Source: an optimization exercise on an open RTL-to-GDS flow (aim: small area). Production flows keep margins and buffers that such runs may drop.
The RTL was checked by simulation tests, not by an equivalence proof against the original design.
No driver is modelled on the clock port, so clocking that relies on it looks cheaper here than on a real chip.

Design hdu_top, start of the top module:
module hdu_top (
    input  wire        clk,
    input  wire        rst,         
    input  wire        in_valid,
    output reg         in_ready,
    input  wire [31:0] in_cmd,
    input  wire [31:0] in_opa,
    input  wire [31:0] in_opb,
    output reg         out_valid,
    output wire [31:0] out_result,
    output wire [31:0] out_status
);
Size in the first run: about 410 cells after synthesis, ~170 I/O pins.
clock: 44.0 ns
lec_check: 0
cap_margin: 20
core_margin: 2
core_utilization: 40
gpl_timing_driven: 0
slew_margin: 20
standard.sh (not shown) runs the stock make flow with config.mk's settings and CLKGATE_MAP_FILE= SYNTH_SCRIPT=/design/flow/synth_recipe.tcl, a recipe that flattens the netlist after the stock synthesis.
==> flow/flow/run.sh <==
#!/bin/bash
# Layout flow: the standard ORFS flow, with
#  - synthesis: the standard synthesis script, but with no adder cells and an
#    area-oriented abc step (flow/abc_area.tcl, several seeds in parallel);
#    registers are unchanged;
#  - buf_1 port buffers, synthesis buffers removed, a small clock tree
#    (flow/post_cts.tcl).
set -euo pipefail
W=$PWD
export FLOW_WORK=$W
export ABC_SEEDS="$(seq -s " " 1 32)"
export ABC_JOBS=${NUM_CORES:-4}
{ head -n 1 synth_recipe.tcl
  cat flow/abc_area.tcl
  tail -n +2 synth_recipe.tcl; } > flow_synth.tcl
export BUFFER_PORTS_ARGS="-buffer_cell sky130_fd_sc_hd__buf_1"
export REMOVE_ABC_BUFFERS=1
export SKIP_REPAIR_TIE_FANOUT=1
export CTS_ARGS="-sink_clustering_enable -repair_clock_nets -buf_list {sky130_fd_sc_hd__clkbuf_8} -dont_use_dummy_load"
# after CTS, each clock buffer is downsized while the clock-pin slew stays low
export POST_CTS_TCL=$W/flow/post_cts.tcl
export CLOCK_BUF_CELLS="sky130_fd_sc_hd__clkbuf_2 sky130_fd_sc_hd__clkbuf_4 sky130_fd_sc_hd__clkbuf_8"
export CLOCK_SLEW_LIMIT=0.110
bash standard.sh SYNTH_SCRIPT=$W/flow_synth.tcl ADDER_MAP_FILE= > make_flow.log 2>&1
Other scripts of this flow, unchanged in this note and not shown: flow/flow/abc_area.tcl, flow/flow/area.abc.in, flow/flow/post_cts.tcl
Change:
--- a/flow/design.v
+++ b/flow/design.v
@@ -32,20 +32,21 @@
     reg        hit;
     reg [2:0]  cause;
     wire       fault = |cause;
     reg [4:0]  js;            
     reg [2:0]  pi;            
     reg [3:0]  best;          
     reg [3:0]  bidx;          
     wire [4:0] j      = js ^ 5'b01111;
     wire       jfirst = js == 5'b00000;
     wire       jlast  = js == 5'b10000;
+    wire       jpen   = js == 5'b01000;      
     wire [4:0] js_nx  = {js[3:0], js[4] ^ js[2] ^ (js[3:0] == 4'd0)};
     function [31:0] chip_of;
         input       m;
         input [3:0] s;
         begin
             if (!m) chip_of = s[0] ? E_B1 : E_B0;
             else    chip_of = ({E_OQ, E_OQ} >> {s[2:0], 2'b00}) & 32'h7fffffff
                               ^ (s[3] ? 32'h7fffffff : 32'd0);
         end
     endfunction
@@ -129,48 +130,48 @@
     assign out_result[30] = lq0_1101 | lq1_1110;
     assign out_result[31] = 1'b0;
     assign out_status = {fault, 11'd0, 1'b0, cause, 2'd0, cfg_thresh, 5'd0,
                          cfg_mod, cfg_valid, hit};
     wire [3:0] op     = in_cmd[3:0];
     wire       rsv_ok = ~|in_cmd[31:4];
     wire       is_hd  = rsv_ok && op == 4'h1;
     wire       is_cfg = rsv_ok && op == 4'h2;
     wire       is_enc = rsv_ok && op == 4'h3;
     wire       is_dec = rsv_ok && op == 4'h4;
-    wire       fa     = best[0];
-    wire       fb     = best[1];
+    wire       cbit   = cfg_mod ? E_OQ[{j[4:2] + pi, j[1:0]}]
+                                : (pi[0] ? E_B1[j] : E_B0[j]);
+    wire       oa     = in_opa[j];
+    wire       ob     = in_opb[j];
+    wire       x      = oa ^ (is_hd ? ob : cbit);
+    wire       chk_run = in_valid && (is_cfg || is_enc);
+    wire       a_lim4  = is_enc && cfg_mod;
+    wire       a_in    = oa && (a_lim4 ? (|j[4:2]) : (|j));
+    wire       b_in    = ob && (in_opa[0] ? ((|j[4:3]) || (j[2] && j[1])) : (|j[4:2]));
+    wire       fa     = best[0] | a_in;      
+    wire       fb     = best[1] | b_in;
     wire       illegal  = !(is_hd | is_cfg | is_enc | is_dec);
     wire       not_cfgd = (is_enc | is_dec) && !cfg_valid;
     reg  [2:0] code;
     always @* begin
         code = 3'd0;
         if (illegal)                                 code = 3'd1;
         else if (is_cfg && fa)                       code = 3'd2;
         else if (is_cfg && (fb || (in_opa[0] && in_opb[5] && (|in_opb[4:0]))))
                                                      code = 3'd3;
         else if (not_cfgd)                           code = 3'd4;
         else if (is_enc && fa)                       code = 3'd5;
     end
     wire       live   = !fault && code == 3'd0;    
     wire       go     = in_valid & ~in_ready;      
-    wire       accept = in_valid & in_ready;
-    wire       cbit   = cfg_mod ? E_OQ[{j[4:2] + pi, j[1:0]}]
-                                : (pi[0] ? E_B1[j] : E_B0[j]);
-    wire       oa     = in_opa[j];
-    wire       ob     = in_opb[j];
-    wire       x      = oa ^ (is_hd ? ob : cbit);
-    wire       chk_run = go && (is_cfg || is_enc);
-    wire       a_lim4  = is_enc && cfg_mod;
-    wire       a_in    = oa && (a_lim4 ? (|j[4:2]) : (|j));
-    wire       b_in    = ob && (in_opa[0] ? ((|j[4:3]) || (j[2] && j[1])) : (|j[4:2]));
-    wire       hd_run  = go && !fault && is_hd;
-    wire       dec_run = go && !fault && is_dec && cfg_valid;
+    wire       accept = in_valid & in_ready;       
+    wire       hd_run  = in_valid && !fault && is_hd;
+    wire       dec_run = in_valid && !fault && is_dec && cfg_valid;
     wire       dec_beg = dec_run && jfirst && pi == 3'd0;
     wire       thr_big = cfg_thresh[5] | cfg_thresh[4];
     wire       h       = val[4];
     wire [3:0] dd      = val[3:0] ^ {4{h}};
     wire       cin     = hit ? (h | ~bidx[3]) : (in_opa[31] & ~thr_big);
     wire       better  = ({1'b0, dd} + {4'd0, cin}) <= {1'b0, best};
     wire       upd     = dec_run && jlast && better && (cfg_mod || !h);
     wire [2:0] lastp   = is_dec ? (cfg_mod ? 3'd7 : 3'd1) : 3'd0;
     wire       quick   = fault || illegal || not_cfgd;
     always @(posedge clk) begin
@@ -198,37 +199,37 @@
         end else begin
             out_valid <= accept;
             if (in_ready) begin
                 js <= 5'd0;
                 pi <= 3'd0;
             end else if (go) begin
                 js <= js_nx;
                 if (jlast)
                     pi <= pi + 3'd1;
             end
-            if (go && (quick || (jlast && pi == lastp)))
+            if (go && (quick || (jpen && pi == lastp)))
                 in_ready <= 1'b1;
             if (accept)
                 in_ready <= 1'b0;
             if (hd_run || (dec_run && !jlast))
                 val <= (jfirst ? 6'd0 : val) + {5'd0, x};
             if (dec_beg)
                 hit <= 1'b0;
             else if (upd)
                 hit <= 1'b1;
             if (hd_run)
                 hit <= 1'b0;
             if (accept) begin
                 if (!fault && code != 3'd0)
                     cause <= code;
                 if (live && is_dec)
-                    val <= {2'b00, bidx};
+                    val <= {2'b00, upd ? {h, pi} : bidx};
                 if (live && is_cfg) begin
                     cfg_valid  <= 1'b1;
                     cfg_mod    <= in_opa[0];
                     cfg_thresh <= in_opb[5:0];
                     val        <= 6'd0;
                     hit        <= 1'b0;
                 end
                 if (live && is_enc) begin
                     val <= {2'b11, in_opa[3:0]};
                     hit <= 1'b0;
What happened:
- cell count rises by about 1.4%
- clock skew falls by 0.0056 ns
- setup slack gets worse by 0.65 ns
- hold slack gets better by 0.042 ns
- cell area rises by about 1.3%
- flip-flop and latch count does not change
- via count rises by 2.7%
- wire length rises by 4.1%
- synthesized area rises by 1.1%
- synthesized cell count rises by 1.5%

separate check: timing with driven ports:
The results above use ideal ports. As a check the final layouts listed here were re-extracted and re-timed, cells and wires unchanged.
Step 1 (the two cells are an assumption about what drives the block):
set clk [get_ports {clk}]
set_driving_cell -lib_cell sky130_fd_sc_hd__clkbuf_16 $clk
set_driving_cell -lib_cell sky130_fd_sc_hd__buf_2 [delete_from_list [all_inputs] $clk]
Step 2 adds t to the input delays and takes it off the output delays; t is the mean of the earliest and latest rising clock arrival at the registers after step 1. Input paths then give back, and output paths get back, about the clock's delay inside the block.
Three values: ideal ports, drivers, drivers and shift; two values: the first two.
run | shift t [ns] | setup slack, ns | worst setup path after step 2 | latest minus earliest clock arrival (ns) | cell pins on the clock port's net
the first run | 0.380 | 32.684 / 32.687 / 32.307 | input to register | 0.034 / 0.034 | 1
the second run | 0.366 | 32.030 / 32.032 / 31.666 | input to register | 0.028 / 0.028 | 1
After both steps every run listed still meets setup and hold. For the first run, which loses most, drivers alone change the setup slack by +0.003 ns; drivers and shift together by -0.377 ns.
